This is an optimization exercise on Yosys and OpenROAD, whose aim is small area, a short achievable clock period and few clock cycles, not a production implementation.
In this exercise RTL edits were held to simulation tests only and were not proved equivalent to the original.
Power figures rest on the tool's default switching activity, not on a simulated workload.

$ cat flow/flow/run.sh
#!/bin/bash
# The standard layout (standard.sh), with three changes to how it is built:
# the port buffers are buf_4 cells instead of the resizer's default pick,
# clock tree synthesis inserts no dummy loads, and timing repair aims for
# a setup margin beyond the flow settings' range, so that it sizes the
# design's paths for a shorter period than the one it is signed off at.
# The SDC, the clock period and every other step are the standard flow's own.
set -uo pipefail
export BUFFER_PORTS_ARGS="-buffer_cell sky130_fd_sc_hd__buf_4"
export CTS_ARGS="-sink_clustering_enable -repair_clock_nets -dont_use_dummy_load -sink_clustering_size 24 -sink_clustering_max_diameter 120"
export SETUP_SLACK_MARGIN=12
bash standard.sh > standard.log 2>&1
$ cat flow/standard.sh
#!/bin/bash
# synth_recipe.tcl (not shown) runs the flow's synth.tcl, then flattens the netlist and writes it again
# the make line also repeats each setting of config.mk as NAME=value (left out here)
make -C /OpenROAD-flow-scripts/flow DESIGN_CONFIG=/design/flow/config.mk WORK_HOME=/design/flow/orfs CLKGATE_MAP_FILE= SYNTH_SCRIPT=/design/flow/synth_recipe.tcl "${@:-finish}"
$ cat flow/config.mk
export PLATFORM = sky130hd
export DESIGN_NAME = oob_dispatcher
export DESIGN_NICKNAME = oob_dispatcher
export VERILOG_FILES = /design/flow/design.v
export SDC_FILE = /design/flow/constraint.sdc
export NUM_CORES = 4
export LEC_CHECK = 0
export CAP_MARGIN = 20
export CORE_MARGIN = 2
export CORE_UTILIZATION = 40
export PLACE_DENSITY = 0.6
export SLEW_MARGIN = 20
$ cat flow/constraint.sdc
create_clock -name core_clock -period 16.0 [get_ports {clk}]
set_input_delay 3.2000 -clock core_clock [delete_from_list [all_inputs] [get_ports {clk}]]
set_output_delay 3.2000 -clock core_clock [all_outputs]
set_load 0.01 [all_outputs]
$ cat flow/design.v
module oob_dispatcher #(
    parameter NREG    = 8,      
    parameter PMAX    = 8,      
    parameter PKT_MAX = 2048    
) (
    input  wire        clk,
    input  wire        rst,
    input  wire        cfg_we,
    input  wire [7:0]  cfg_addr,
    input  wire [7:0]  cfg_data,
    input  wire        in_valid,
    output wire        in_ready,
    input  wire        in_tick,
    input  wire [7:0]  in_data,
    output reg         rsp_valid,
    input  wire        rsp_ready,
    output reg  [7:0]  rsp_data,
    output wire        oob_valid,
    input  wire        oob_ready,
    output wire [2:0]  oob_kind,
    output wire [2:0]  oob_reg,
    output wire [3:0]  oob_cid,
    output wire [11:0] oob_len,
    output wire [7:0]  oob_data
);
    localparam K_DATA  = 3'd0;
    localparam K_END   = 3'd1;
    localparam K_BAD   = 3'd2;
    localparam K_SHORT = 3'd3;
    localparam K_EVENT = 3'd4;
    localparam P_SCAN    = 2'd0;
    localparam P_HDR     = 2'd1;
    localparam P_PAYLOAD = 2'd2;
    integer r, k;
    reg [NREG*PMAX*8-1:0] pat;        
    reg [NREG-1:0]        pen;        
    reg [NREG*3-1:0]      plm;        
    reg [NREG-1:0]        pbulk;      
    reg [15:0]            timeout;
    reg        c_we;
    reg [7:0]  c_addr, c_data;
    always @(posedge clk) begin
        c_we   <= cfg_we && !rst;
        c_addr <= cfg_addr;
        c_data <= cfg_data;
    end
    genvar gr, gk;
    generate
        for (gr = 0; gr < NREG; gr = gr + 1) begin : g_pr
            for (gk = 0; gk < PMAX; gk = gk + 1) begin : g_pk
                always @(posedge clk)
                    if (c_we && c_addr == {1'b0, gr[2:0], 1'b0, gk[2:0]})
                        pat[(gr*PMAX + gk)*8 +: 8] <= c_data;
            end
        end
    endgenerate
    generate
        for (gr = 0; gr < NREG; gr = gr + 1) begin : g_len
            always @(posedge clk) begin
                if (rst) begin
                    pen[gr]   <= 1'b0;
                    pbulk[gr] <= 1'b0;
                end else if (c_we && c_addr == {1'b0, gr[2:0], 4'b1000}) begin
                    pen[gr]   <= (c_data[3:0] != 4'd0);
                    pbulk[gr] <= c_data[4];
                end
            end
            always @(posedge clk)
                if (c_we && c_addr == {1'b0, gr[2:0], 4'b1000})
                    plm[gr*3 +: 3] <= c_data[2:0] - 3'd1;
        end
    endgenerate
    always @(posedge clk) begin
        if (rst)
            timeout[7:0] <= 8'd100;
        else if (c_we && c_addr == 8'h80)
            timeout[7:0] <= c_data;
        if (rst)
            timeout[15:8] <= 8'd0;
        else if (c_we && c_addr == 8'h81)
            timeout[15:8] <= c_data;
    end
    reg        t_v, t_tick;
    reg [7:0]  t_b;
    reg        k_v, k_tick;
    reg [7:0]  k_b;
    reg        rdy;
    assign in_ready = rdy;
    wire take = in_valid && !k_v;
    wire go;                           
    wire t_free = !t_v || go;          
    always @(posedge clk) begin
        if (rst) begin
            t_v <= 1'b0;
            k_v <= 1'b0;
            rdy <= 1'b1;
        end else if (t_free) begin
            if (k_v) begin
                t_v <= 1'b1;
                k_v <= 1'b0;
                rdy <= 1'b1;
            end else begin
                t_v <= take;
            end
        end else if (take) begin
            k_v <= 1'b1;
            rdy <= 1'b0;
        end
    end
    always @(posedge clk) begin
        if (t_free) begin
            t_tick <= k_v ? k_tick : in_tick;
            t_b    <= k_v ? k_b    : in_data;
        end
        if (!k_v) begin
            k_tick <= in_tick;
            k_b    <= in_data;
        end
    end
    reg [1:0]        phase;
    reg [NREG*3-1:0] cur;             
    reg [2:0]        hcnt;            
    reg              h_ok;            
    reg              h_lt, h_eq;      
    reg              h_zero;          
    reg [2:0]        f_reg;
    reg [3:0]        f_cid;
    reg [11:0]       f_len;           
    reg [11:0]       f_cnt;           
    reg [15:0]       f_tc;            
    reg              s2_v;
    reg              s2_hit;          
    reg [2:0]        s2_lm;           
    reg [7:0]        q_mem [0:7];
    reg [3:0]        q_wp, q_rp, q_rd;
    reg              o_v, o_te;
    reg [2:0]        o_kind, o_reg;
    reg [7:0]        o_data;
    reg              x_v, x_te;
    reg [2:0]        x_kind, x_reg;
    reg [7:0]        x_data;
    reg [7:0]        pc;
    reg              m, m0;
    reg [2:0]        cu, lm, cr;
    reg [NREG*3-1:0] ncur;
    reg [NREG-1:0]   hit, first;
    reg              any_hit, win_bulk;
    reg [2:0]        win, win_lm;
    function [7:0] sel8(input [63:0] v, input [2:0] i);
        reg [7:0] a, b, c, d;
        begin
            a = i[0] ? v[15:8]  : v[7:0];
            b = i[0] ? v[31:24] : v[23:16];
            c = i[0] ? v[47:40] : v[39:32];
            d = i[0] ? v[63:56] : v[55:48];
            a = i[1] ? b : a;
            c = i[1] ? d : c;
            sel8 = i[2] ? c : a;
        end
    endfunction
    always @(*) begin
        for (r = 0; r < NREG; r = r + 1) begin
            cu = cur[r*3 +: 3];
            lm = plm[r*3 +: 3];
            pc = sel8(pat[r*PMAX*8 +: PMAX*8], cu);
            m  = (t_b == pc);
            m0 = (t_b == pat[r*PMAX*8 +: 8]);
            if (m)       cr = cu + 3'd1;
            else if (m0) cr = 3'd1;
            else         cr = 3'd0;
            hit[r]   = pen[r] && (m ? (cu == lm) : (m0 && lm == 3'd0));
            ncur[r*3 +: 3] = (!pen[r] || hit[r]) ? 3'd0 : cr;
        end
        any_hit = |hit;
        for (r = 0; r < NREG; r = r + 1)
            first[r] = hit[r] && !(|(hit & ((1 << r) - 1)));
        win      = 3'd0;
        win_lm   = 3'd0;
        win_bulk = 1'b0;
        for (r = 0; r < NREG; r = r + 1)
            if (first[r]) begin
                win      = win | r[2:0];
                win_lm   = win_lm | plm[r*3 +: 3];
                win_bulk = win_bulk | pbulk[r];
            end
    end
    function is_dec(input [7:0] b);
        is_dec = (b >= 8'h30) && (b <= 8'h39);
    endfunction
    function is_hex(input [7:0] b);
        is_hex = is_dec(b) || (b >= 8'h41 && b <= 8'h46) || (b >= 8'h61 && b <= 8'h66);
    endfunction
    function [3:0] hexval(input [7:0] b);
        hexval = is_dec(b) ? b[3:0] : b[3:0] + 4'd9;
    endfunction
    reg  [3:0]  ref_d;
    always @(*) begin
        case (hcnt[1:0])
            2'd1:    ref_d = 4'd2;
            2'd2:    ref_d = 4'd0;
            2'd3:    ref_d = 4'd4;
            default: ref_d = 4'd8;
        endcase
    end
    wire        b_dec  = is_dec(t_b);
    wire [3:0]  b_dig  = t_b[3:0];
    wire        d_lt   = b_dig < ref_d;
    wire        d_eq   = b_dig == ref_d;
    wire        n_ok   = h_ok && b_dec;
    wire        n_lt   = h_lt || (h_eq && d_lt);
    wire        n_eq   = h_eq && d_eq;
    wire        n_zero = h_zero && (b_dig == 4'd0);
    wire [11:0] len10  = {f_len[8:0], 3'd0} + {f_len[10:0], 1'b0} + {8'd0, b_dig};
    wire        hdr_good = n_ok && (n_lt || n_eq);
    wire        is_scan = (phase == P_SCAN);
    wire        is_hdr  = (phase == P_HDR);
    reg         q_full;           
    wire        last    = (f_cnt == 12'd1);
    wire        tmo     = (f_tc == 16'd0);
    wire block = x_v
              || (is_hdr && o_v)
              || (q_full && is_scan && !t_tick);
    assign go = t_v && !block;
    wire go_byte = go && !t_tick;
    wire go_tick = go && t_tick;
    reg        rec_v, rec_te;
    reg [2:0]  rec_kind, rec_reg;
    always @(*) begin
        rec_v    = 1'b0;
        rec_te   = 1'b0;
        rec_kind = K_DATA;
        rec_reg  = f_reg;
        if (go_tick) begin
            if (!is_scan && tmo) begin
                rec_v    = 1'b1;
                rec_kind = K_SHORT;
            end
        end else if (go_byte) begin
            case (phase)
            P_SCAN: begin
                if (any_hit && !win_bulk) begin
                    rec_v    = 1'b1;
                    rec_kind = K_EVENT;
                    rec_reg  = win;
                end
            end
            P_HDR: begin
                if (hcnt == 3'd4) begin
                    if (!hdr_good) begin
                        rec_v    = 1'b1;
                        rec_kind = K_BAD;
                    end else if (n_zero) begin
                        rec_v    = 1'b1;
                        rec_kind = K_END;
                    end
                end
            end
            default: begin
                rec_v  = 1'b1;
                rec_te = last;
            end
            endcase
        end
    end
    always @(posedge clk) begin
        if (rst) begin
            phase <= P_SCAN;
            cur   <= {NREG*3{1'b0}};
            s2_v  <= 1'b0;
        end else begin
            s2_v <= go_byte && is_scan;
            if (go_tick) begin
                if (!is_scan && tmo) phase <= P_SCAN;
            end else if (go_byte) begin
                case (phase)
                P_SCAN: begin
                    cur   <= any_hit ? {NREG*3{1'b0}} : ncur;
                    if (any_hit && win_bulk)
                        phase <= P_HDR;
                end
                P_HDR: begin
                    if (hcnt == 3'd4) begin
                        if (!hdr_good || n_zero) phase <= P_SCAN;
                        else                     phase <= P_PAYLOAD;
                    end
                end
                default: begin
                    if (last) phase <= P_SCAN;
                end
                endcase
            end
        end
    end
    always @(posedge clk) begin
        if (go_tick) begin
            if (!is_scan)
                f_tc <= f_tc - 16'd1;
        end else if (go_byte) begin
            f_tc <= timeout;
            case (phase)
            P_SCAN: begin
                f_reg <= win;
                hcnt  <= 3'd0;
            end
            P_HDR: begin
                hcnt <= hcnt + 3'd1;
                if (hcnt == 3'd0) begin
                    h_ok   <= is_hex(t_b);
                    f_cid  <= hexval(t_b);
                    h_lt   <= 1'b0;
                    h_eq   <= 1'b1;
                    h_zero <= 1'b1;
                    f_len  <= 12'd0;
                end else begin
                    h_ok   <= n_ok;
                    h_lt   <= n_lt;
                    h_eq   <= n_eq;
                    h_zero <= n_zero;
                    f_len  <= len10;
                    if (hcnt == 3'd4)
                        f_cnt <= len10;
                end
            end
            default: begin
                f_cnt <= f_cnt - 12'd1;
            end
            endcase
        end
    end
    always @(posedge clk) begin
        s2_hit <= any_hit;
        s2_lm  <= win_lm;
    end
    reg [7:1] th;
    reg [3:0] hmax;
    always @(*) begin
        th = 7'd0;
        for (r = 0; r < NREG; r = r + 1)
            for (k = 1; k < 8; k = k + 1)
                if (cur[r*3 +: 3] >= k) th[k] = 1'b1;
        hmax[3] = 1'b0;
        hmax[2] = th[4];
        hmax[1] = (th[2] && !th[4]) || th[6];
        hmax[0] = (th[1] && !th[2]) || (th[3] && !th[4]) || (th[5] && !th[6]) || th[7];
    end
    wire [3:0] wp_n = s2_hit ? q_wp - {1'b0, s2_lm} : q_wp + 4'd1;
    wire [3:0] wp_x = s2_v ? wp_n : q_wp;     
    wire [3:0] q_fill = wp_x - q_rd;          
    wire       q_rel = (q_rd != q_rp);
    always @(posedge clk) begin
        if (go_byte && is_scan)
            q_mem[wp_x[2:0]] <= t_b;
    end
    always @(posedge clk) begin
        if (rst) begin
            q_wp      <= 4'd0;
            q_rp      <= 4'd0;
            q_rd      <= 4'd0;
            q_full    <= 1'b0;
            rsp_valid <= 1'b0;
        end else begin
            q_full <= ({1'b0, q_fill} + {4'd0, go_byte && is_scan} >= 5'd8);
            if (s2_v) begin
                q_wp <= wp_n;
                q_rp <= wp_n - hmax;
            end
            if (!rsp_valid || rsp_ready) begin
                rsp_valid <= q_rel;
                if (q_rel) q_rd <= q_rd + 4'd1;
            end
        end
    end
    always @(posedge clk) begin
        if ((!rsp_valid || rsp_ready) && q_rel)
            rsp_data <= q_mem[q_rd[2:0]];
    end
    wire o_pop  = o_v && oob_ready;
    wire o_free = !o_v || (o_pop && !o_te);
    always @(posedge clk) begin
        if (rst) begin
            o_v <= 1'b0;
            x_v <= 1'b0;
        end else begin
            if (o_pop && o_te) begin
                o_kind <= K_END;
                o_te   <= 1'b0;
            end else if (o_free) begin
                if (x_v) begin
                    o_v    <= 1'b1;
                    o_kind <= x_kind;
                    o_reg  <= x_reg;
                    o_data <= x_data;
                    o_te   <= x_te;
                end else begin
                    o_v    <= rec_v;
                    o_kind <= rec_kind;
                    o_reg  <= rec_reg;
                    o_data <= t_b;
                    o_te   <= rec_te;
                end
            end
            if (o_free && x_v) begin
                x_v <= 1'b0;
            end else if (rec_v && !(o_free && !x_v)) begin
                x_v    <= 1'b1;
                x_kind <= rec_kind;
                x_reg  <= rec_reg;
                x_data <= t_b;
                x_te   <= rec_te;
            end
        end
    end
    assign oob_valid = o_v;
    assign oob_kind  = o_kind;
    assign oob_reg   = o_reg;
    assign oob_data  = o_data;
    assign oob_cid   = f_cid;
    assign oob_len   = f_len;
endmodule
==> results.cfg, run 1 <==
[clock_tree]
htreeDepth = 2
cts_buffers = 39
cts.sinks = 809
cts_tree = built
clk_transition_reported_paths_ns = 0.09
clockBufferDepth = 3
clock-root-buffer = clkbuf_16
insertion_delay_ns = 0.62

[synth]
synth_nets = 2675
ys_seq_elements = 809
seq_area_frac_synth_pct = 64.4
synth_area_per_cell_um2 = 14.1
synthCells = 2556
ys.warnings.count = 1
ys_async_sr_fraction_pct = 0
syn_area_mm2 = 0.0360
synth_ff_type = edfxtp_1
ys_types = 78
synth_edf_count = 701

[layout]
syn_to_final_growth_pct = 11.9
largest_reg_flops = 512
n_antenna_cell = 0
top_register = pat
layout-drive-gt1-share_pct = 17.7
final_common_cell = edfxtp_1
final_cell_mix = edfxtp_1, nor2_1, mux2i_1
design_area_mm2 = 0.0403
fin_nets = 2804
fillers = 7866

[route]
drc_errors = 0
routed_wl_um = 95200
dr.first_iter.drc_count = 2206
wl_per_cell_um = 24.7
vias = 22000
antenna_left = 0
avgViaCountPerCell = 5.70
firstDrtPassIters = 5

[power_and_ir_drop]
pwr-share-clk_pct = 28.5
vdd_drop_max_v = 0.0000760
leakage_nw = 13.4
power_density_mw_per_mm2 = 92.9
swShare_pct = 22.7
seq_power_share_pct = 62.5
switching_power_w = 0.000850
p_int_w = 0.00290
comb_power_share_pct = 9.0

[critical_path]
path_max_fanout = 1
path_class = flip-flop to output pin
crit_family = flip-flops
critPathBufInv = 1
cp-start-kind = flip-flop
end_kind = output pin
crit_chain = buf_6
cp.arrival_ns = 1.28
cpPeakStageDelay_ns = 0.51
slowest_stage = edfxtp_1
crit_required_ns = 12.80

[sta]
worstMarginPinSlew_ns = 1.18
finalSetupViolations = 0
rsz0062_at_grt = true
setup_tns_ns = 0
fmax_mhz = 223
slew_headroom_pct = 20.0
drv_slew = 0
fin_crit_ns = 4.48
timing.final.crit_share_pct = 28.0
finalHoldViolations = 0
skew_ns = 0.0527

[floorplanning]
die-area_mm2 = 0.0925
start_util_pct = 40.2
rows = 110
ios = 72
die_h_um = 304
die-width_um = 304
core-area_mm2 = 0.0896

[placed_design]
placed_area_mm2 = 0.0378
gp_congestion = 0.903
io_buffer_count = 71
place.detailed.hpwl_um = 61000

[global_routing]
grt_pass1_wl_um = 143000
grt_usage_pct = 20.3
grt_pass1_vias = 22200
antenna_found_initial = 0
grt_max_degree = 75
overflow = 0

[min_path]
hold_path.class = flip-flop to flip-flop

[outcome]
status = no timing/DRC/antenna violations

[job]
max-cap-violations = 0
[stage by stage]
stage | total power, W | hold slack, ns | utilization (%) | instances | setup WS [ns]
after global placement | 0.00269 | 0.453 | 42.2 | 3734 | 10.78
final | 0.00375 | 0.482 | 45.0 | 3859 | 11.52
after global routing | 0.00387 | 0.492 | 45.0 | 3859 | 11.48
after floorplan | 0.00259 | 0.436 | - | 2556 | 11.73
after CTS | 0.00377 | 0.483 | 44.8 | 3848 | 11.47
after detailed placement | 0.00270 | 0.460 | 42.2 | 3734 | 10.65
[power by group through the flow]
| stage | Clock [W] | Combinational, W | Sequential, W |
|---|---|---|---|
| final | 0.00107 | 0.000339 | 0.00234 |
| after CTS | 0.00109 | 0.000334 | 0.00234 |
| after floorplan | 0 | 0.000187 | 0.00240 |
| after global routing | 0.00116 | 0.000363 | 0.00234 |
| after detailed placement | 0 | 0.000309 | 0.00239 |
| after global placement | 0 | 0.000303 | 0.00239 |
[path summary, 6_finish.rpt]
check,start,endpoint,slack [ns],cells after the start
setup reg to reg,cur[18],o_reg[1],11.86,14
hold / removal,k_b[7],k_b[7],0.48,1
setup / recovery,o_reg[2],oob_reg[2],11.52,1
hold reg to reg,k_b[7],k_b[7],0.48,1
[cell type report]
class / instances / area (um^2) / share of cell area [%]
flip-flops and latches: 809 / 23300 / 57.7
clock buffers: 39 / 976 / 2.42
repair buffers: 196 / 2020 / 5.01
multi-input cells: 1559 / 12300 / 30.4
well taps: 1176 / 1470 / 3.65
inverters: 80 / 312 / 0.772
[cells in the mapped netlist, types with 8 or more instances]
| cell | count | area share (%) |
|---|---|---|
| edfxtp_1 | 701 | 58 |
| mux4_2 | 52 | 3.2 |
| clkbuf_1 | 42 | 0.44 |
| o22a_1 | 11 | 0.27 |
| buf_1 | 14 | 0.15 |
| nor2_1 | 221 | 2.3 |
| nand3_1 | 53 | 0.74 |
| nor4b_1 | 12 | 0.29 |
| or3_1 | 9 | 0.16 |
| buf_2 | 28 | 0.39 |
| nor2b_1 | 31 | 0.54 |
| a21o_1 | 13 | 0.27 |
| mux2_1 | 12 | 0.37 |
| o22ai_1 | 30 | 0.52 |
| inv_1 | 75 | 0.78 |
| nor3_1 | 57 | 0.79 |
| and3_1 | 15 | 0.26 |
| nand2b_1 | 17 | 0.30 |
| o21a_1 | 11 | 0.23 |
| nand2_1 | 153 | 1.6 |
| o21bai_1 | 8 | 0.17 |
| a22oi_1 | 32 | 0.67 |
| nor4_1 | 27 | 0.47 |
| mux2_2 | 82 | 2.6 |
| xor2_1 | 57 | 1.4 |
| a21oi_1 | 61 | 0.85 |
| ha_1 | 83 | 2.9 |
| buf_6 | 10 | 0.31 |
| buf_4 | 14 | 0.29 |
| xnor2_1 | 102 | 2.5 |
| o21ai_0 | 60 | 0.83 |
| nand4_1 | 44 | 0.76 |
| a22o_1 | 25 | 0.61 |
| mux2i_1 | 160 | 4.4 |
| dfxtp_1 | 108 | 6.0 |
| and2_1 | 12 | 0.21 |
[layer usage]
metal / track usage, % / vias to the layer above / share of wire [%]
met5: 0 / - / 0
met4: 5.14 / 0 / 2.4
met3: 2.21 / 129 / 5.4
met2: 34.6 / 697 / 49
met1: 27.7 / 11300 / 43
li1: - / 9879 / -
[cells by family after synthesis]
logic type | after synthesis | share of synthesized area (%)
AOI/OAI and AO/OA | 325 | 6.20
buffers and inverters | 188 | 2.41
muxes | 311 | 10.9
xor gates and xnor gates | 159 | 3.86
adders and majority gates | 88 | 3.16
DFF | 809 | 64.4
and+or+nand+nor | 676 | 9.12
[what timing repair did]
item | in CTS | in global routing
hold buffers | 0 | 0
setup endpoints to repair | 98 | 82
gates cloned | 4 | 0
pin swaps | 17 | 7
gates resized for setup | 130 | 38
setup buffers | 71 | 11
Testbench counts, summed over its fixed seeds: cycles 86,940.
==> run 2: changes to the inputs <==
--- a/flow/design.v
+++ b/flow/design.v
@@ -292,6 +292,19 @@
         end
     end
     always @(posedge clk) begin
+        if (rst) begin
+            f_cid <= 4'd0;
+            f_len <= 12'd0;
+        end else if (go_byte && is_hdr) begin
+            if (hcnt == 3'd0) begin
+                f_cid <= hexval(t_b);
+                f_len <= 12'd0;
+            end else begin
+                f_len <= len10;
+            end
+        end
+    end
+    always @(posedge clk) begin
         if (go_tick) begin
             if (!is_scan)
                 f_tc <= f_tc - 16'd1;
@@ -306,17 +319,14 @@
                 hcnt <= hcnt + 3'd1;
                 if (hcnt == 3'd0) begin
                     h_ok   <= is_hex(t_b);
-                    f_cid  <= hexval(t_b);
                     h_lt   <= 1'b0;
                     h_eq   <= 1'b1;
                     h_zero <= 1'b1;
-                    f_len  <= 12'd0;
                 end else begin
                     h_ok   <= n_ok;
                     h_lt   <= n_lt;
                     h_eq   <= n_eq;
                     h_zero <= n_zero;
-                    f_len  <= len10;
                     if (hcnt == 3'd4)
                         f_cnt <= len10;
                 end
@@ -371,15 +381,20 @@
         end
     end
     always @(posedge clk) begin
-        if ((!rsp_valid || rsp_ready) && q_rel)
+        if (rst)
+            rsp_data <= 8'd0;
+        else if ((!rsp_valid || rsp_ready) && q_rel)
             rsp_data <= q_mem[q_rd[2:0]];
     end
     wire o_pop  = o_v && oob_ready;
     wire o_free = !o_v || (o_pop && !o_te);
     always @(posedge clk) begin
         if (rst) begin
-            o_v <= 1'b0;
-            x_v <= 1'b0;
+            o_v    <= 1'b0;
+            o_kind <= K_DATA;
+            o_reg  <= 3'd0;
+            o_data <= 8'd0;
+            x_v    <= 1'b0;
         end else begin
             if (o_pop && o_te) begin
                 o_kind <= K_END;
--- a/flow/flow/run.sh
+++ b/flow/flow/run.sh
@@ -7,6 +7,6 @@
 # The SDC, the clock period and every other step are the standard flow's own.
 set -uo pipefail
 export BUFFER_PORTS_ARGS="-buffer_cell sky130_fd_sc_hd__buf_4"
-export CTS_ARGS="-sink_clustering_enable -repair_clock_nets -dont_use_dummy_load -sink_clustering_size 24 -sink_clustering_max_diameter 120"
+export CTS_ARGS="-sink_clustering_enable -repair_clock_nets -dont_use_dummy_load -sink_clustering_size 22 -sink_clustering_max_diameter 110"
 export SETUP_SLACK_MARGIN=12
 bash standard.sh > standard.log 2>&1
==> run 2 against run 1 <==
Worst hold slack worse by 0.025 ns. Clock power is 7% higher. Core utilization increased by 0.77 points. Non-clock buffer count up 36. Clock-buffer cell count rose by 5. Die area is 0.14% lower. Critical endpoint is now oob_kind[2]. Design area grew 1.7%. Flip-flop and latch count is the same. First-iteration DRC count decreased by 4.8%. Highest routed layer unchanged. Global-route usage down 0.056 points. Maximum frequency is 4.4% higher.
==> results.cfg, run 2 <==
[synth]
netlist.area_leader.share_pct = 55.3
synth_largest_area_cell = edfxtp_1
syn_area_mm2 = 0.0360
seq_area_frac_synth_pct = 63.4
ys_seq_elements = 809
synthCells = 2636
synth_nets = 2755
synth_ff_type = edfxtp_1
ys_async_sr_fraction_pct = 0
synth_area_leaders = edfxtp_1, dfxtp_1, mux2i_1
ys.warnings.count = 1
synth_edf_count = 663
synthTopCellsByCount = edfxtp_1, nor2_1, mux2i_1
synth_area_per_cell_um2 = 13.7
ys_types = 83
yosysMostFrequentCell = edfxtp_1

[route]
avgViaCountPerCell = 5.65
drc_errors = 0
vias = 22400
dr.first_iter.drc_count = 2101
firstDrtPassIters = 5
antenna_left = 0
routed_wl_um = 97100
wl_per_cell_um = 24.4

[floorplanning]
core-area_mm2 = 0.0896
die-area_mm2 = 0.0924
die_h_um = 304
die-width_um = 304
rows = 110
start_util_pct = 40.2
ios = 72

[global_routing]
grt_pass1_vias = 22500
overflow = 0
grt_max_degree = 75
grt_usage_pct = 20.2
grt_pass1_wl_um = 142000
antenna_found_initial = 2

[sta]
rsz0062_at_grt = true
setup_tns_ns = 0
worstMarginPinSlew_ns = 1.13
drv_slew = 0
fin_crit_ns = 4.29
timing.final.crit_share_pct = 26.8
finalSetupViolations = 0
finalHoldViolations = 0
skew_ns = 0.0621
fmax_mhz = 233
slew_headroom_pct = 24.4

[clock_tree]
clock-root-buffer = clkbuf_16
clk_transition_reported_paths_ns = 0.10
cts.sinks = 809
cts_buffers = 44
cts_tree = built
insertion_delay_ns = 0.62
htreeDepth = 2
clockBufferDepth = 3

[power_and_ir_drop]
leakage_nw = 13.7
vdd_drop_max_v = 0.0000606
power_density_mw_per_mm2 = 91.8

[critical_path]
path_class = flip-flop to output pin
critPathBufInv = 1
cpPeakStageDelay_ns = 0.37
path_max_fanout = 2
crit_chain = buf_6
crit_family = flip-flops
end_kind = output pin
cp.arrival_ns = 1.09
cp-start-kind = flip-flop
slowest_stage = dfxtp_4
crit_required_ns = 12.80

[layout]
syn_to_final_growth_pct = 14.0
postLayoutCoreUtil_pct = 45.8
largest_reg_flops = 512
final_common_cell = edfxtp_1
fin_nets = 2915
final_cell_mix = edfxtp_1, nor2_1, mux2i_1
fillers = 7891
top_register = pat
layout-drive-gt1-share_pct = 19.9

[placed_design]
place.detailed.hpwl_um = 62500
io_buffer_count = 71
gp_congestion = 0.903

[outcome]
status = no timing/DRC/antenna violations

[min_path]
hold_path.class = flip-flop to flip-flop

[job]
max-cap-violations = 0
==> run 2: cell types whose count changed in the layout (fill, tap and decap cells not counted), sizes merged, moves of 24 or more <==
cell | before | now
mux2 | 97 | 58
xor2 | 57 | 81
dfxtp | 108 | 146
nand3 | 53 | 28
mux2i | 162 | 190
buf | 193 | 225
a21oi | 61 | 93
edfxtp | 701 | 663
==> run 2: what timing repair did <==
action                     CTS  global route
gates resized for setup    187           104
setup buffers               62            47
pin swaps                   20            35
hold buffers                 0             0
setup endpoints to repair  122           130
gates cloned                 5             6
==> run 2: kinds of logic (layout without fill, tap and decap cells) <==
group / after synthesis / in the layout / synth area share [%]
XOR/XNOR: 162 / 162 / 3.94
adder cells (fa/ha/maj): 88 / 88 / 3.16
AND/OR/NAND/NOR: 678 / 678 / 9.21
AO/OA/AOI/OAI: 389 / 391 / 7.28
other: 0 / 1 / 0
buffers and inverters: 210 / 366 / 2.58
multiplexers: 300 / 300 / 10.4
flip-flops: 809 / 809 / 63.4
==> run 2: final timing paths <==
check             slack (ns)  cells past startpoint           to  startpoint
setup reg to reg       11.81                     17    x_data[4]      cur[4]
hold reg to reg         0.46                      2     pbulk[0]    pbulk[0]
hold / removal          0.46                      2     pbulk[0]    pbulk[0]
setup / recovery       11.71                      1  oob_kind[2]   o_kind[2]
==> run 2: power by group <==
part,internal [W],total [W],switching (W),leakage (nW)
registers,0.00230,0.00233,0.0000293,7.21
clock network,0.000490,0.00114,0.000648,0.542
logic,0.000122,0.000301,0.000179,5.90
==> run 2: area by class of cell <==
type / count / area, um^2 / area share [%]
diodes: 1 / 2.50 / 0.00610
clock buffers: 44 / 1100 / 2.68
inverters: 90 / 360 / 0.878
multi-input cells: 1619 / 12800 / 31.1
flip-flops and latches: 809 / 23000 / 56.1
well taps: 1176 / 1470 / 3.59
repair buffers: 232 / 2330 / 5.68
==> run 2: stage by stage <==
stage	cells	hold slack (ns)	setup WS [ns]	area (um^2)	power (W)
3_3_place_gp	3806	0.445	10.29	37800	0.00265
4_1_cts	3917	0.461	11.67	40100	0.00379
6_report	3971	0.457	11.71	41000	0.00377
3_5_place_dp	3806	0.448	10.03	37800	0.00266
2_1_floorplan	2636	0.431	11.54	36100	0.00255
5_1_grt	3970	0.477	11.67	41000	0.00389
==> run 2: per-layer routing <==
| metal | vias up | track usage (%) | routed length, um |
|---|---|---|---|
| met2 | 742 | 33.2 | 45900 |
| li1 | 10200 | - | - |
| met3 | 143 | 2.31 | 5470 |
| met1 | 11300 | 28.1 | 42700 |
| met5 | - | 0 | 0 |
| met4 | 0 | 6.57 | 3040 |
Testbench counts of run 2, summed over its fixed seeds: cycles 86,940.
==> run 3: changes to the inputs <==
==> flow/flow/run.sh (replaced) <==
#!/bin/bash
# The standard layout (standard.sh), with three changes to how it is built:
# the port buffers are buf_2 cells instead of the resizer's default pick,
# clock tree synthesis inserts no dummy loads, and timing repair aims for
# a setup margin beyond the flow settings' range, so that it sizes the
# design's paths for a shorter period than the one it is signed off at.
# The SDC, the clock period and every other step are the standard flow's own.
set -uo pipefail
export BUFFER_PORTS_ARGS="-buffer_cell sky130_fd_sc_hd__buf_2"
export CTS_ARGS="-sink_clustering_enable -repair_clock_nets -dont_use_dummy_load -sink_clustering_size 22 -sink_clustering_max_diameter 110"
export SETUP_SLACK_MARGIN=12
bash standard.sh > standard.log 2>&1
--- a/flow/config.mk
+++ b/flow/config.mk
@@ -7,6 +7,6 @@
 export LEC_CHECK = 0
 export CAP_MARGIN = 20
 export CORE_MARGIN = 2
-export CORE_UTILIZATION = 40
-export PLACE_DENSITY = 0.6
+export CORE_UTILIZATION = 55
+export PLACE_DENSITY = 0.7
 export SLEW_MARGIN = 20
==> run 3 against run 2 <==
Clock power down 4%. Worst hold slack better by 0.023 ns. Critical path depth unchanged. Combinational power down 3%. Global-route usage up 6.8 points. Clock-buffer cell count down 2. Register-to-register slack better by 0.05 ns. Clock skew down 0.013 ns. Wire length down 4.6%. Largest power group unchanged.
==> results.cfg, run 3 <==
[critical_path]
crit_family = flip-flops
r2r_end = x_data[1]
r2r_start = cur[21]
r2r_slack_ns = 11.86
crit_chain = buf_6
cp.arrival_ns = 1.08
cp-start-kind = flip-flop
reg2reg_depth = 14
path_max_fanout = 2
slowest_stage = dfxtp_2
crit_required_ns = 12.80
endpoint = oob_reg[1]
critPathBufInv = 1
end_kind = output pin
crit_start = o_reg[1]
cpPeakStageDelay_ns = 0.37
cp_num_cells = 1
path_class = flip-flop to output pin

[sta]
slew_headroom_pct = 31.8
drv_slew = 0
worstMarginPinSlew_ns = 1.02
setup_tns_ns = 0
skew_ns = 0.0494
fin_crit_ns = 4.28
fmax_mhz = 234
setup_slack_ns = 11.72
timing.final.crit_share_pct = 26.7
finalHoldViolations = 0
finalSetupViolations = 0
rsz0062_at_grt = true

[route]
antenna_left = 0
firstDrtPassIters = 5
dr.first_iter.drc_count = 2542
wl_per_cell_um = 25.4
avgViaCountPerCell = 6.22
routed_wl_um = 92600
drc_errors = 0
vias = 22700

[synth]
ys_async_sr_fraction_pct = 0
synthCells = 2636
yosysMostFrequentCell = edfxtp_1
ys_seq_elements = 809
syn_area_mm2 = 0.0360
synthTopCellsByCount = edfxtp_1, nor2_1, mux2i_1
ys.warnings.count = 1
synth_ff_type = edfxtp_1
synth_area_per_cell_um2 = 13.7
synth_area_leaders = edfxtp_1, dfxtp_1, mux2i_1
synth_edf_count = 663
seq_area_frac_synth_pct = 63.4
netlist.area_leader.share_pct = 55.3
synth_nets = 2755
ys_types = 83
synth_largest_area_cell = edfxtp_1

[min_path]
hold_path.class = flip-flop to flip-flop
hold_path.startpoint = pbulk[0]

[clock_tree]
clock-root-buffer = clkbuf_16
insertion_delay_ns = 0.62
cts.sinks = 809
clockBufferDepth = 3
clk_transition_reported_paths_ns = 0.10
cts_tree = built
cts_buffers = 42
htreeDepth = 2

[global_routing]
grt_usage_pct = 27.1
overflow = 0
grt_pass1_vias = 22400
grt_pass1_wl_um = 137000
grt_max_degree = 75
antenna_found_initial = 1

[layout]
largest_reg_flops = 512
top_register = pat
final_cell_mix = edfxtp_1, nor2_1, mux2i_1
fin_nets = 2908
final_common_cell = edfxtp_1
syn_to_final_growth_pct = 12.1
layout-drive-gt1-share_pct = 19.3
fillers = 4808

[floorplanning]
die-width_um = 260
ios = 72
die-area_mm2 = 0.0675
die_h_um = 260
start_util_pct = 55.7
core-area_mm2 = 0.0646
rows = 93

[power_and_ir_drop]
power_w = 0.00373
power_density_mw_per_mm2 = 92.4
vdd_drop_max_v = 0.0000843
leakage_nw = 13.6

[placed_design]
place.detailed.hpwl_um = 58900
gp_congestion = 0.967
place_ws_ns = 10.39
io_buffer_count = 71

[outcome]
status = no timing/DRC/antenna violations

[job]
max-cap-violations = 0
[run 3: worst min-delay path by stage]
stage | to | slack [ns] | cells past startpoint
global placement | timeout[6] | 0.45 | 1
finish | pbulk[0] | 0.48 | 2
detailed placement | k_b[5] | 0.46 | 1
CTS | pbulk[0] | 0.48 | 2
global route | pbulk[0] | 0.50 | 2
floorplan | pbulk[4] | 0.43 | 2
[run 3: metal layers]
layer / share of wire [%] / GRT usage [%]
met1: 41 / 36.8
met2: 49 / 45.4
met3: 7.0 / 3.64
met4: 3.1 / 8.59
met5: 0 / 0
[run 3: logic make-up after synthesis]
family                     Yosys count  synth area share [%]
xor gates and xnor gates           162                  3.94
adders and majority gates           88                  3.16
AOI/OAI and AO/OA                  389                  7.28
DFF                                809                  63.4
and+or+nand+nor                    678                  9.21
muxes                              300                  10.4
buffers and inverters              210                  2.58
[run 3: power by group]
group	internal (W)	total, W	switching (W)
clock network	0.000470	0.00110	0.000633
registers	0.00230	0.00233	0.0000332
logic	0.000120	0.000291	0.000171
total	0.00289	0.00373	0.000838
[run 3: final cells by class]
class	instances	area [um^2]	share of cell area, %
sequential	809	23000	56.9
multi-input combinational	1618	12700	31.4
timing repair buffer	228	2260	5.60
tap	855	1070	2.65
clock buffer	42	1050	2.60
inverter	90	353	0.874
antenna	1	2.50	0.00620
[run 3: repair_timing]
| action | CTS | global route |
|---|---|---|
| pin swaps | 17 | 31 |
| hold buffers | 0 | 0 |
| gates resized for setup | 183 | 79 |
| buffers inserted | 61 | 44 |
| endpoints found under the setup margin | 95 | 80 |
| gates cloned | 8 | 3 |
[run 3: through the flow]
stage | area (um^2) | std cells | hold slack, ns | utilization, %
6_report | 40400 | 3643 | 0.479 | 62.5
5_1_grt | 40400 | 3642 | 0.495 | 62.5
4_1_cts | 39700 | 3595 | 0.481 | 61.4
3_5_place_dp | 37200 | 3484 | 0.461 | 57.6
3_3_place_gp | 37200 | 3484 | 0.449 | 57.6
2_1_floorplan | 36100 | 2636 | 0.431 | -
==> run 4: changes to the inputs <==
--- a/flow/flow/run.sh
+++ b/flow/flow/run.sh
@@ -8,5 +8,5 @@
 set -uo pipefail
 export BUFFER_PORTS_ARGS="-buffer_cell sky130_fd_sc_hd__buf_2"
 export CTS_ARGS="-sink_clustering_enable -repair_clock_nets -dont_use_dummy_load -sink_clustering_size 22 -sink_clustering_max_diameter 110"
-export SETUP_SLACK_MARGIN=12
+export SETUP_SLACK_MARGIN=12.4
 bash standard.sh > standard.log 2>&1
==> run 4 against run 3 <==
Non-clock buffer count increased by 18. Largest power group unchanged. Worst setup slack improved by 0.0011 ns. Cell count up 0.49%. First-iteration DRC count barely moved. Critical endpoint is now rsp_valid.
==> results.cfg, run 4 <==
[floorplanning]
die_h_um = 260
ios = 72
start_util_pct = 55.7
die-area_mm2 = 0.0675
rows = 93
core-area_mm2 = 0.0646
die-width_um = 260

[route]
vias = 22900
antenna_left = 0
wl_per_cell_um = 25.7
drc_errors = 0
avgViaCountPerCell = 6.26
firstDrtPassIters = 6
dr.first_iter.drc_count = 2541
routed_wl_um = 94100

[layout]
layout-drive-gt1-share_pct = 21.8
postLayoutCoreUtil_pct = 63.2
syn_to_final_growth_pct = 13.5
n_antenna_cell = 0
multi_input_area_mm2 = 0.0130
fin_nets = 2927
largest_reg_flops = 512
seqCellArea_mm2 = 0.0230
fillers = 4803
top_register = pat
fin_cells = 3661
final_common_cell = edfxtp_1
final_cell_mix = edfxtp_1, nor2_1, mux2i_1

[critical_path]
path_max_fanout = 2
slowest_stage = dfxtp_2
crit_required_ns = 12.80
path_class = flip-flop to output pin
cp-start-kind = flip-flop
crit_chain = buf_6
end_kind = output pin
cpPeakStageDelay_ns = 0.37
crit_family = flip-flops
cp.arrival_ns = 1.07
critPathBufInv = 1

[sta]
finalSetupViolations = 0
worstMarginPinSlew_ns = 1.19
finalHoldViolations = 0
drv_slew = 0
setup_tns_ns = 0
slew_headroom_pct = 19.7
fin_crit_ns = 4.27
setup_slack_ns = 11.73
fmax_mhz = 234
skew_ns = 0.0494
timing.final.crit_share_pct = 26.7
rsz0062_at_grt = true

[power_and_ir_drop]
vdd_drop_max_v = 0.000119
power_w = 0.00375
power_density_mw_per_mm2 = 91.8
leakage_nw = 13.7

[global_routing]
antenna_found_initial = 1
overflow = 0
grt_pass1_wl_um = 139000
grt_max_degree = 75
grt_usage_pct = 27.6
grt_pass1_vias = 22400

[clock_tree]
cts_tree = built
clockBufferDepth = 3
cts_buffers = 42
cts.sinks = 809
clock-root-buffer = clkbuf_16
insertion_delay_ns = 0.62
htreeDepth = 2
clk_transition_reported_paths_ns = 0.09
cts_hold_buf = 0

[synth]
synthTopCellsByCount = edfxtp_1, nor2_1, mux2i_1
synth_area_leaders = edfxtp_1, dfxtp_1, mux2i_1
synth_nets = 2755
syn_area_mm2 = 0.0360
ys_types = 83
netlist.area_leader.share_pct = 55.3
ys_seq_elements = 809
synth_ff_type = edfxtp_1
synthCells = 2636
seq_area_frac_synth_pct = 63.4
ys.warnings.count = 1
synth_edf_count = 663
synth_largest_area_cell = edfxtp_1
yosysMostFrequentCell = edfxtp_1
ys_async_sr_fraction_pct = 0
synth_area_per_cell_um2 = 13.7

[placed_design]
io_buffer_count = 71
gp_congestion = 0.963
place_inst = 3478
place_ws_ns = 10.70
place.detailed.hpwl_um = 58600

[job]
max-cap-violations = 0

[outcome]
status = no timing/DRC/antenna violations

[min_path]
hold_path.class = flip-flop to flip-flop
==> run 4: cell type report <==
type / instances / area share [%]
Clock buffer: 42 / 2.57
Inverter: 90 / 0.879
Multi-Input combinational cell: 1619 / 31.7
Sequential cell: 809 / 56.3
Timing Repair Buffer: 246 / 5.95
Tap cell: 855 / 2.62
==> run 4: per-stage QoR <==
step / hold WS (ns) / instance area (um^2)
2_1_floorplan: 0.436 / 36500
3_3_place_gp: 0.447 / 37300
3_5_place_dp: 0.455 / 37300
4_1_cts: 0.477 / 40300
5_1_grt: 0.504 / 40800
6_report: 0.480 / 40800
==> run 4: where the power goes <==
part | leakage [nW] | switching [W] | total, W | internal (W)
clock | 0.518 | 0.000632 | 0.00110 | 0.000470
sequential | 7.21 | 0.0000306 | 0.00233 | 0.00230
combinational | 6.02 | 0.000184 | 0.000318 | 0.000134
==> run 4: timing repair <==
item | in CTS | in global routing
gates cloned | 11 | 2
gates resized for setup | 226 | 61
endpoints found under the hold margin | 0 | 0
pin swaps | 39 | 29
buffers inserted | 101 | 26
endpoints found under the setup margin | 214 | 146
==> run 4: per-layer routing <==
metal / up-vias / share of wire (%) / track usage [%]
li1: 10200 / - / -
met1: 11500 / 41 / 38.8
met2: 1000 / 47 / 45.1
met3: 209 / 7.5 / 3.58
met4: 2 / 3.6 / 8.72
met5: - / 0.011 / 0
==> run 4: cells by family (layout without fill, tap and decap cells) <==
logic type,Yosys count,count (layout),share of synthesized area (%)
AO/OA/AOI/OAI,389,390,7.28
XOR/XNOR,162,162,3.94
adder cells (fa/ha/maj),88,88,3.16
buffers and inverters,210,378,2.58
flip-flops,809,809,63.4
multiplexers,300,300,10.4
AND/OR/NAND/NOR,678,679,9.21
==> run 4: path summary, 6_finish.rpt <==
kind                   start    endpoint  slack, ns  cells after the start
setup / recovery   rsp_valid   rsp_valid      11.73                      1
hold / removal    timeout[2]  timeout[2]       0.48                      1
setup reg to reg      cur[4]   x_data[1]      11.85                     16
hold reg to reg   timeout[2]  timeout[2]       0.48                      1
==> run 5: changes to the inputs <==
--- a/flow/flow/run.sh
+++ b/flow/flow/run.sh
@@ -8,5 +8,5 @@
 set -uo pipefail
 export BUFFER_PORTS_ARGS="-buffer_cell sky130_fd_sc_hd__buf_2"
 export CTS_ARGS="-sink_clustering_enable -repair_clock_nets -dont_use_dummy_load -sink_clustering_size 22 -sink_clustering_max_diameter 110"
-export SETUP_SLACK_MARGIN=12.4
+export SETUP_SLACK_MARGIN=12
 bash standard.sh > standard.log 2>&1
--- a/flow/config.mk
+++ b/flow/config.mk
@@ -7,6 +7,6 @@
 export LEC_CHECK = 0
 export CAP_MARGIN = 20
 export CORE_MARGIN = 2
-export CORE_UTILIZATION = 55
-export PLACE_DENSITY = 0.7
+export CORE_UTILIZATION = 65
+export PLACE_DENSITY = 0.8
 export SLEW_MARGIN = 20
==> run 5 against run 4 <==
Maximum frequency down 0.20%. Non-clock buffer count down 42. Via count up 0.82%. Cell count down 5.3%. Synthesized cell count unchanged. Worst setup slack worse by 0.0084 ns. Worst hold slack worse by 0.0019 ns. Critical path type unchanged. Largest power group unchanged. Highest routed layer unchanged.
==> results.cfg, run 5 <==
[outcome]
status = no timing/DRC/antenna violations

[sta]
rsz0062_at_grt = true
timing.final.crit_share_pct = 26.8
skew_ns = 0.0443
slew_headroom_pct = 31.0
worstMarginPinSlew_ns = 1.03
drv_slew = 0
fin_crit_ns = 4.28
hold_ws_ns = 0.478
fmax_mhz = 233
setup_tns_ns = 0
finalSetupViolations = 0
finalHoldViolations = 0

[clock_tree]
htreeDepth = 2
clock-root-buffer = clkbuf_16
insertion_delay_ns = 0.61
cts.sinks = 809
clockBufferDepth = 3
cts_buffers = 42
cts_tree = built
cts_hold_buf = 0
clk_transition_reported_paths_ns = 0.09

[critical_path]
crit_family = flip-flops
cp-start-kind = flip-flop
path_class = flip-flop to output pin
crit_chain = buf_6
crit_required_ns = 12.80
slowest_stage = dfxtp_2
end_kind = output pin
cpPeakStageDelay_ns = 0.37
path_max_fanout = 2
cp.arrival_ns = 1.08
critPathBufInv = 1

[layout]
fin_nets = 2884
n_antenna_cell = 0
final_common_cell = edfxtp_1
syn_to_final_growth_pct = 10.7
largest_reg_flops = 512
layout-drive-gt1-share_pct = 18.0
final_cell_mix = edfxtp_1, nor2_1, mux2i_1
fin_cells = 3467
top_register = pat
fillers = 3468

[synth]
yosysMostFrequentCell = edfxtp_1
synth_edf_count = 663
synthTopCellsByCount = edfxtp_1, nor2_1, mux2i_1
synth_ff_type = edfxtp_1
ys_async_sr_fraction_pct = 0
synth_nets = 2755
ys_types = 83
ys_seq_elements = 809
synth_largest_area_cell = edfxtp_1
netlist.area_leader.share_pct = 55.3
seq_area_frac_synth_pct = 63.4
ys.warnings.count = 1
synth_area_per_cell_um2 = 13.7
syn_area_mm2 = 0.0360
synth_area_leaders = edfxtp_1, dfxtp_1, mux2i_1
synthCells = 2636

[global_routing]
grt_max_degree = 75
grt_pass1_vias = 22700
overflow = 0
grt_usage_pct = 31.6
antenna_found_initial = 2
grt_pass1_wl_um = 135000

[min_path]
hold_path.class = flip-flop to flip-flop

[route]
wl_per_cell_um = 26.3
antenna_left = 0
vias = 23100
routed_wl_um = 91200
dr.first_iter.drc_count = 2853
firstDrtPassIters = 7
drc_errors = 0
avgViaCountPerCell = 6.67

[floorplanning]
ios = 72
die-width_um = 239
start_util_pct = 65.6
rows = 86
die-area_mm2 = 0.0573
core-area_mm2 = 0.0549
die_h_um = 239

[placed_design]
place.detailed.hpwl_um = 56100
io_buffer_count = 71
gp_congestion = 1.00
place_inst = 3329

[power_and_ir_drop]
leakage_nw = 13.5
power_density_mw_per_mm2 = 93.3
vdd_drop_max_v = 0.000108

[job]
max-cap-violations = 0
## run 5: power breakdown
group,internal [W],switching [W]
Sequential,0.00230,0.0000248
Combinational,0.000122,0.000181
Clock,0.000469,0.000620
## run 5: final timing paths
check           start  slack [ns]  depth (start not counted)         end
max          o_reg[1]       11.72                          1  oob_reg[1]
min            k_b[6]        0.48                          1      k_b[6]
max reg2reg   cur[11]       11.91                         15    o_reg[1]
min reg2reg    k_b[6]        0.48                          1      k_b[6]
## run 5: cells by family (layout without fill, tap and decap cells)
| group | count (synthesis) | after routing | share of synthesized area [%] |
|---|---|---|---|
| fa+ha+maj | 88 | 88 | 3.16 |
| flops | 809 | 809 | 63.4 |
| buf+inv | 210 | 336 | 2.58 |
| xor+xnor | 162 | 162 | 3.94 |
| mux | 300 | 300 | 10.4 |
| simple gates | 678 | 678 | 9.21 |
| compound gates | 389 | 390 | 7.28 |
## run 5: cell type report
cell class	instances	area, um^2	share of cell area [%]
Clock buffer	42	1050	2.64
Inverter	90	358	0.898
Tap cell	704	881	2.21
Multi-Input combinational cell	1618	12600	31.5
Sequential cell	809	23000	57.6
Timing Repair Buffer	204	2040	5.12
## run 5: metrics by stage
stage	cell area (um^2)	power (W)	setup slack (ns)	utilization, %
global placement	37000	0.00263	10.72	67.4
detailed placement	37000	0.00264	10.62	67.4
floorplan	36100	0.00255	11.54	-
CTS	39300	0.00372	11.70	71.6
global route	39900	0.00382	11.69	72.6
finish	39900	0.00372	11.72	72.6
## run 5: metal layers
metal	share of wire (%)	global-route usage, %	wire length (um)
met2	47	51.4	43000
met5	0.018	0	16
met3	9.2	5.41	8400
met4	4.4	12.3	4050
met1	39	42.9	35800
## run 5: repair_timing
item / in CTS / in global routing
setup endpoints to repair: 99 / 119
pin swaps: 16 / 19
gates resized for setup: 166 / 62
gates cloned: 7 / 4
setup buffers: 49 / 36
==> run 6: changes to the inputs <==
--- a/flow/flow/run.sh
+++ b/flow/flow/run.sh
@@ -8,5 +8,5 @@
 set -uo pipefail
 export BUFFER_PORTS_ARGS="-buffer_cell sky130_fd_sc_hd__buf_2"
 export CTS_ARGS="-sink_clustering_enable -repair_clock_nets -dont_use_dummy_load -sink_clustering_size 22 -sink_clustering_max_diameter 110"
-export SETUP_SLACK_MARGIN=12
+export SETUP_SLACK_MARGIN=11.8
 bash standard.sh > standard.log 2>&1
==> run 6 against run 5 <==
Worst setup slack improved by 0.0010 ns. First-iteration DRC count decreased by 3.3%. Still clean. Via count decreased by 1.4%. Die area unchanged. Design area decreased by 1.3%. Core utilization decreased by 0.95 points. Highest routed layer is now met4. Wire length decreased by 2.9%. Clock skew increased by 0.015 ns. Sequential share of layout area increased by 0.74 points. Flip-flop and latch count unchanged. Global-route usage decreased by 0.94 points.
==> results.cfg, run 6 <==
[clock_tree]
cts_tree = built
clockBufferDepth = 3
insertion_delay_ns = 0.61
cts.sinks = 809
clock-root-buffer = clkbuf_16
cts_buffers = 43
htreeDepth = 2
cts_hold_buf = 0
clk_transition_reported_paths_ns = 0.10

[sta]
fin_crit_ns = 4.28
finalHoldViolations = 0
slew_headroom_pct = 30.5
finalSetupViolations = 0
skew_ns = 0.0595
rsz0062_at_grt = true
fmax_mhz = 234
drv_slew = 0
setup_tns_ns = 0
hold_ws_ns = 0.471
timing.final.crit_share_pct = 26.8
worstMarginPinSlew_ns = 1.04

[critical_path]
cp-start-kind = flip-flop
r2r_start = cur[9]
r2r_end = x_data[5]
path_class = flip-flop to output pin
critPathBufInv = 1
reg2reg_depth = 14
cp.arrival_ns = 1.08
end_kind = output pin
path_max_fanout = 3
slowest_stage = dfxtp_2
crit_family = flip-flops
crit_required_ns = 12.80
cpPeakStageDelay_ns = 0.37
r2r_slack_ns = 11.82
crit_chain = buf_6

[min_path]
worstHoldEndpoint = timeout[6]
hold_path.class = flip-flop to flip-flop
whs_path_depth = 1
hold_path.startpoint = timeout[6]

[layout]
final_common_cell = edfxtp_1
final_cell_mix = edfxtp_1, nor2_1, mux2i_1
largest_reg_flops = 512
n_antenna_cell = 0
multi_input_area_mm2 = 0.0124
fin_cells = 3444
fillers = 3568
layout-drive-gt1-share_pct = 16.6
design_area_mm2 = 0.0393
fin_nets = 2861
top_register = pat
syn_to_final_growth_pct = 9.30
seqCellArea_mm2 = 0.0230

[route]
routed_wl_um = 88600
firstDrtPassIters = 8
wl_per_cell_um = 25.7
antenna_left = 0
avgViaCountPerCell = 6.62
vias = 22800
dr.first_iter.drc_count = 2758
drc_errors = 0

[synth]
synth_edf_count = 663
synth_area_per_cell_um2 = 13.7
synth_area_leaders = edfxtp_1, dfxtp_1, mux2i_1
netlist.area_leader.share_pct = 55.3
synthTopCellsByCount = edfxtp_1, nor2_1, mux2i_1
ys_types = 83
yosysMostFrequentCell = edfxtp_1
seq_area_frac_synth_pct = 63.4
synthCells = 2636
ys.warnings.count = 1
ys_seq_elements = 809
synth_largest_area_cell = edfxtp_1
ys_async_sr_fraction_pct = 0
synth_ff_type = edfxtp_1
syn_area_mm2 = 0.0360
synth_nets = 2755

[power_and_ir_drop]
seq_power_share_pct = 62.5
leakage_nw = 13.2
switching_power_w = 0.000825
power_density_mw_per_mm2 = 94.6
swShare_pct = 22.2
vdd_drop_max_v = 0.000127
comb_power_share_pct = 7.7
p_int_w = 0.00289
pwr-share-clk_pct = 29.8

[global_routing]
grt_pass1_wl_um = 132000
grt_usage_pct = 30.7
overflow = 0
grt_pass1_vias = 22300
grt_max_degree = 75
antenna_found_initial = 0

[floorplanning]
start_util_pct = 65.6
ios = 72
rows = 86
core-area_mm2 = 0.0549
die-width_um = 239
die-area_mm2 = 0.0573
die_h_um = 239

[outcome]
status = no timing/DRC/antenna violations

[placed_design]
io_buffer_count = 71
place_inst = 3329
placed_area_mm2 = 0.0370
place.detailed.hpwl_um = 57200
gp_congestion = 0.986

[job]
max-cap-violations = 0
-- run 6: cell counts after synthesis --
Identical to the previous run, type by type.
-- run 6: layout make-up --
class	count	share of cell area (%)
repair buffers	181	4.22
clock buffers	43	2.74
multi-input cells	1617	31.6
inverters	90	0.900
well taps	704	2.24
flip-flops and latches	809	58.4
-- run 6: worst max path at each step --
stage               slack [ns]  cells past startpoint          to  startpoint
floorplan                11.54                      5   x_data[0]   oob_ready
global placement         10.52                     11   x_data[5]      cur[3]
detailed placement       10.48                     11   x_data[2]      cur[3]
CTS                      11.71                      1  oob_reg[1]    o_reg[1]
global route             11.69                      1  oob_len[9]    f_len[9]
finish                   11.72                      1  oob_len[9]    f_len[9]
-- run 6: power groups by stage --
stage	Sequential [W]	Clock, W	Combinational (W)
finish	0.00233	0.00111	0.000286
global route	0.00233	0.00118	0.000308
CTS	0.00233	0.00112	0.000283
detailed placement	0.00237	0	0.000267
global placement	0.00237	0	0.000258
floorplan	0.00238	0	0.000162
-- run 6: timing repair --
item / CTS / global route
pin swaps: 7 / 14
resized for setup: 139 / 41
setup buffers: 22 / 45
endpoints found under the setup margin: 90 / 66
cloned: 0 / 4
-- run 6: cell families after synthesis --
logic type,count (synthesis),synth area share (%)
AOI/OAI and AO/OA,389,7.28
xor gates and xnor gates,162,3.94
adders and majority gates,88,3.16
buffers and inverters,210,2.58
DFF,809,63.4
muxes,300,10.4
and+or+nand+nor,678,9.21
-- run 6: routing by layer --
layer	vias up	wire length (um)	track usage (%)
met5	-	0	0
met4	0	3400	10.7
met3	224	8260	5.67
met2	1195	42500	50.3
met1	11300	34500	41.5
li1	10100	-	-
-- run 6: per-stage QoR --
step / total power, W / worst slack [ns] / util [%]
floorplan: 0.00254 / 11.54 / -
global placement: 0.00263 / 10.52 / 67.4
detailed placement: 0.00264 / 10.48 / 67.4
CTS: 0.00373 / 11.71 / 70.6
global route: 0.00382 / 11.69 / 71.7
finish: 0.00372 / 11.72 / 71.7
==> run 7: changes to the inputs <==
--- a/flow/flow/run.sh
+++ b/flow/flow/run.sh
@@ -8,5 +8,5 @@
 set -uo pipefail
 export BUFFER_PORTS_ARGS="-buffer_cell sky130_fd_sc_hd__buf_2"
 export CTS_ARGS="-sink_clustering_enable -repair_clock_nets -dont_use_dummy_load -sink_clustering_size 22 -sink_clustering_max_diameter 110"
-export SETUP_SLACK_MARGIN=11.8
+export SETUP_SLACK_MARGIN=11.6
 bash standard.sh > standard.log 2>&1
==> run 7 against run 6 <==
Flip-flop and latch count stayed put. Largest power group unchanged. Clock skew is 0.0011 ns lower. Worst hold slack hardly changed. Critical path type unchanged. Cell count is 1.7% lower. Clock power hardly changed. Die area stayed put. Critical path depth stayed put. Sequential share of layout area is 1.3 points higher. Register-to-register slack worse by 0.13 ns. Non-clock buffer count is 59 lower. First-iteration DRC count is 0.76% higher.
==> results.cfg, run 7 <==
[synth]
ys_seq_elements = 809
synth_ff_type = edfxtp_1
seq_area_frac_synth_pct = 63.4
synthCells = 2636
ys.warnings.count = 1
synth_largest_area_cell = edfxtp_1
syn_area_mm2 = 0.0360
synthTopCellsByCount = edfxtp_1, nor2_1, mux2i_1
ys_types = 83
ys_async_sr_fraction_pct = 0
yosysMostFrequentCell = edfxtp_1
synth_area_per_cell_um2 = 13.7
synth_edf_count = 663
synth_nets = 2755
synth_area_leaders = edfxtp_1, dfxtp_1, mux2i_1
netlist.area_leader.share_pct = 55.3

[sta]
finalHoldViolations = 0
rsz0062_at_grt = false
worstMarginPinSlew_ns = 1.04
fmax_mhz = 231
skew_ns = 0.0585
hold_ws_ns = 0.471
drv_slew = 0
setup_tns_ns = 0
fin_crit_ns = 4.33
finalSetupViolations = 0
timing.final.crit_share_pct = 27.1
slew_headroom_pct = 30.7

[global_routing]
grt_max_degree = 75
antenna_found_initial = 0
grt_usage_pct = 30.4
grt_pass1_wl_um = 131000
grt_pass1_vias = 22100
overflow = 0

[layout]
fin_nets = 2802
final_cell_mix = edfxtp_1, nor2_1, mux2i_1
seqCellArea_mm2 = 0.0229
syn_to_final_growth_pct = 6.65
n_antenna_cell = 0
largest_reg_flops = 512
layout-drive-gt1-share_pct = 13.0
fillers = 3691
final_common_cell = edfxtp_1
multi_input_area_mm2 = 0.0123
top_register = pat

[floorplanning]
die-width_um = 239
die-area_mm2 = 0.0573
core-area_mm2 = 0.0549
die_h_um = 239
start_util_pct = 65.6
ios = 72
rows = 86

[clock_tree]
cts_tree = built
cts.sinks = 809
cts_buffers = 43
insertion_delay_ns = 0.61
clockBufferDepth = 3
cts_hold_buf = 0
clock-root-buffer = clkbuf_16
clk_transition_reported_paths_ns = 0.09
htreeDepth = 2

[critical_path]
critPathBufInv = 1
path_max_fanout = 4
crit_family = flip-flops
path_class = flip-flop to output pin
cpPeakStageDelay_ns = 0.39
end_kind = output pin
cp-start-kind = flip-flop
crit_chain = buf_2
cp.arrival_ns = 1.13
slowest_stage = dfxtp_1
crit_required_ns = 12.80

[power_and_ir_drop]
power_w = 0.00370
power_density_mw_per_mm2 = 96.4
leakage_nw = 12.8
vdd_drop_max_v = 0.000125

[route]
dr.first_iter.drc_count = 2779
wl_per_cell_um = 25.7
firstDrtPassIters = 6
routed_wl_um = 86900
drc_errors = 0
vias = 22400
antenna_left = 0
avgViaCountPerCell = 6.62

[placed_design]
place.detailed.hpwl_um = 57200
io_buffer_count = 71
gp_congestion = 0.986

[job]
max-cap-violations = 0

[min_path]
hold_path.class = flip-flop to flip-flop

[outcome]
status = no timing/DRC/antenna violations
[run 7: cell counts after synthesis]
No cell type changed its count.
[run 7: worst paths after layout]
| path | start | end | slack [ns] | depth (start not counted) |
|---|---|---|---|---|
| worst max-delay path | f_len[1] | oob_len[1] | 11.67 | 1 |
| worst max register to register | cur[7] | x_data[5] | 11.69 | 12 |
| worst min register to register | timeout[6] | timeout[6] | 0.47 | 1 |
| worst min-delay path | timeout[6] | timeout[6] | 0.47 | 1 |
[run 7: power breakdown]
part	switching [W]	internal (W)	total (W)
clock network	0.000627	0.000480	0.00111
logic	0.000171	0.0000987	0.000270
registers	0.0000217	0.00230	0.00232
total	0.000820	0.00288	0.00370
[run 7: cell families after synthesis]
kind of cell	share of synthesized area, %
flip-flops	63.4
adder cells (fa/ha/maj)	3.16
multiplexers	10.4
XOR/XNOR	3.94
buffers and inverters	2.58
AO/OA/AOI/OAI	7.28
AND/OR/NAND/NOR	9.21
[run 7: per-layer routing]
metal  part of all wire, %  global-route usage (%)
met4                   3.5                    10.6
met5                     0                       0
met1                    40                    41.1
met2                    48                    50.0
met3                   8.9                    5.68
[run 7: repair_timing]
action                     in CTS  in global routing
gates cloned                    0                  0
setup endpoints to repair      47                 34
pin swaps                       3                  6
setup buffers                   4                  8
resized for setup              35                 34
[run 7: metrics by stage]
stage / std cells / worst slack (ns) / area, um^2 / util [%]
finish: 3385 / 11.67 / 38400 / 69.9
global route: 3385 / 11.59 / 38400 / 69.9
CTS: 3376 / 11.60 / 38200 / 69.6
detailed placement: 3329 / 10.48 / 37000 / 67.4
global placement: 3329 / 10.52 / 37000 / 67.4
floorplan: 2636 / 11.54 / 36000 / -
[run 7: cell type report]
cell class | count | share of cell area (%)
well taps | 704 | 2.29
repair buffers | 122 | 2.19
clock buffers | 43 | 2.80
inverters | 90 | 0.919
flip-flops and latches | 809 | 59.6
multi-input cells | 1617 | 32.2
==> run 8: changes to the inputs <==
--- a/flow/flow/run.sh
+++ b/flow/flow/run.sh
@@ -8,5 +8,5 @@
 set -uo pipefail
 export BUFFER_PORTS_ARGS="-buffer_cell sky130_fd_sc_hd__buf_2"
 export CTS_ARGS="-sink_clustering_enable -repair_clock_nets -dont_use_dummy_load -sink_clustering_size 22 -sink_clustering_max_diameter 110"
-export SETUP_SLACK_MARGIN=11.6
+export SETUP_SLACK_MARGIN=12
 bash standard.sh > standard.log 2>&1
--- a/flow/config.mk
+++ b/flow/config.mk
@@ -7,6 +7,6 @@
 export LEC_CHECK = 0
 export CAP_MARGIN = 20
 export CORE_MARGIN = 2
-export CORE_UTILIZATION = 65
-export PLACE_DENSITY = 0.8
+export CORE_UTILIZATION = 75
+export PLACE_DENSITY = 0.88
 export SLEW_MARGIN = 20
==> run 8 against run 7 <==
Still clean on timing, DRC and antenna. Register-to-register slack better by 0.13 ns. Core utilization is 13 points higher. Design area is 3.3% higher. Worst hold slack worse by 0.0032 ns. Sequential power hardly changed. Maximum frequency is 1.2% higher. Total power is 0.72% higher. Non-clock buffer count is 76 higher. Clock skew is 0.019 ns lower. Sequential share of layout area is 1.7 points lower. Clock-buffer cell count is 1 lower. Combinational power is about 10% higher.
==> results.cfg, run 8 <==
[route]
antenna_left = 0
wl_per_cell_um = 27.5
firstDrtPassIters = 6
avgViaCountPerCell = 7.02
dr.first_iter.drc_count = 3211
drc_errors = 0
vias = 23700
routed_wl_um = 92800

[layout]
design_area_mm2 = 0.0396
largest_reg_flops = 512
final_cell_mix = edfxtp_1, nor2_1, mux2i_1
final_common_cell = edfxtp_1
syn_to_final_growth_pct = 10.1
n_antenna_cell = 0
fin_nets = 2878
top_register = pat
layout-drive-gt1-share_pct = 18.2

[synth]
ys_types = 83
synthTopCellsByCount = edfxtp_1, nor2_1, mux2i_1
synthCells = 2636
synth_area_leaders = edfxtp_1, dfxtp_1, mux2i_1
syn_area_mm2 = 0.0360
synth_largest_area_cell = edfxtp_1
synth_nets = 2755
synth_area_per_cell_um2 = 13.7
seq_area_frac_synth_pct = 63.4
synth_ff_type = edfxtp_1
ys.warnings.count = 1
ys_seq_elements = 809
synth_edf_count = 663
yosysMostFrequentCell = edfxtp_1
netlist.area_leader.share_pct = 55.3
ys_async_sr_fraction_pct = 0

[power_and_ir_drop]
switching_power_w = 0.000838
seq_power_share_pct = 62.5
swShare_pct = 22.5
vdd_drop_max_v = 0.000182
power_density_mw_per_mm2 = 94.0
p_int_w = 0.00289
pwr-share-clk_pct = 29.5
comb_power_share_pct = 8.0
leakage_nw = 13.4
power_w = 0.00373

[critical_path]
r2r_slack_ns = 11.82
path_max_fanout = 2
cp.arrival_ns = 1.08
crit_required_ns = 12.80
critPathBufInv = 1
path_class = flip-flop to output pin
crit_family = flip-flops
cp-start-kind = flip-flop
cpPeakStageDelay_ns = 0.37
crit_chain = buf_6
end_kind = output pin
slowest_stage = dfxtp_2

[floorplanning]
core-area_mm2 = 0.0475
start_util_pct = 75.7
ios = 72
die-area_mm2 = 0.0498
die-width_um = 223
die_h_um = 223
rows = 80

[sta]
rsz0062_at_grt = true
setup_tns_ns = 0
setup_slack_ns = 11.72
finalSetupViolations = 0
fin_crit_ns = 4.28
timing.final.crit_share_pct = 26.7
slew_headroom_pct = 28.0
worstMarginPinSlew_ns = 1.08
drv_slew = 0
finalHoldViolations = 0
fmax_mhz = 234
skew_ns = 0.0397

[job]
max-cap-violations = 0

[global_routing]
use_met1_pct = 49.6
grt_usage_pct = 36.7
grt_use_met3_pct = 6.84
antenna_found_initial = 0
grt_pass1_wl_um = 138000
use_met2_pct = 59.2
grt_max_degree = 69
grt.busiest_layer = met2
overflow = 0
grt_pass1_vias = 23500

[placed_design]
io_buffer_count = 71
gp_congestion = 0.962
place.detailed.hpwl_um = 57600
placed_area_mm2 = 0.0369
place_ws_ns = 10.68

[clock_tree]
cts_buffers = 42
clock-root-buffer = clkbuf_16
insertion_delay_ns = 0.61
clk_transition_reported_paths_ns = 0.09
cts_hold_buf = 0
cts.sinks = 809
clockBufferDepth = 3
cts_tree = built
htreeDepth = 2

[outcome]
status = no timing/DRC/antenna violations

[min_path]
hold_path.class = flip-flop to flip-flop
==> run 8: power groups by stage <==
stage,clock network (W),logic (W),registers (W)
2_1_floorplan,0,0.000169,0.00238
3_3_place_gp,0,0.000254,0.00237
3_5_place_dp,0,0.000268,0.00237
4_1_cts,0.00110,0.000289,0.00233
5_1_grt,0.00116,0.000315,0.00233
6_report,0.00110,0.000297,0.00233
==> run 8: layer usage <==
| layer | part of all wire [%] | wire (um) | vias up |
|---|---|---|---|
| met5 | 0 | 0 | - |
| met4 | 4.6 | 4300 | 0 |
| met3 | 11 | 10200 | 328 |
| met2 | 48 | 44200 | 1630 |
| met1 | 37 | 34100 | 11600 |
| li1 | - | - | 10100 |
==> run 8: layout make-up <==
type                       instances  area, um^2
clock buffer                      42        1050
fill                            2342        7910
inverter                          90         358
multi-input combinational       1618       12600
sequential                       809       23000
tap                              615         769
timing repair buffer             198        1910
==> run 8: kinds of logic after synthesis <==
family	after synthesis	synth area share, %
fa+ha+maj	88	3.16
flops	809	63.4
simple gates	678	9.21
mux	300	10.4
xor+xnor	162	3.94
buf+inv	210	2.58
compound gates	389	7.28
==> run 8: what timing repair did <==
item                                    4_1_cts  5_1_grt
pin swaps                                    17       19
endpoints found under the setup margin       99      132
buffers inserted                             48       39
gates cloned                                  3        3
resized for setup                           169       71
==> run 8: final timing paths <==
kind | from | endpoint | cells past startpoint
max | o_reg[1] | oob_reg[1] | 1
min | pbulk[0] | pbulk[0] | 2
min reg2reg | pbulk[0] | pbulk[0] | 2
max reg2reg | cur[4] | x_kind[0] | 15
==> run 8: metrics by stage <==
step	utilization, %	hold slack [ns]	std cells
after global placement	77.5	0.439	3237
after detailed placement	77.6	0.449	3237
after CTS	82.0	0.467	3330
final	83.4	0.468	3372
after floorplan	-	0.431	2636
after global routing	83.4	0.501	3372

## static timing again, ports no longer ideal
How much do the figures lean on ideal ports? The routed layouts below were timed once more, with nothing changed but the port constraints. Step 1, drivers: a clkbuf_16 drives clk and a buf_2 each remaining input, both assumed. Step 2 times the ports against the registers' clock, not the clock port: input delays grow and output delays shrink by t, the midpoint of the rising clock arrivals with the driver on. Slacks: no drivers / after step 1 / after step 2; pairs: no drivers / after step 1.
run	shift t [ns]	setup slack, ns
run 1	0.662	11.517 / 11.451 / 11.308
run 2	0.660	11.707 / 11.639 / 11.305
run 3	0.664	11.725 / 11.658 / 11.320
run 4	0.656	11.726 / 11.662 / 11.480
run 5	0.654	11.717 / 11.656 / 11.359
run 6	0.643	11.718 / 11.658 / 11.286
run 7	0.643	11.670 / 11.609 / 11.102
run 8	0.649	11.722 / 11.662 / 11.333
After both steps every run listed still meets setup and hold.
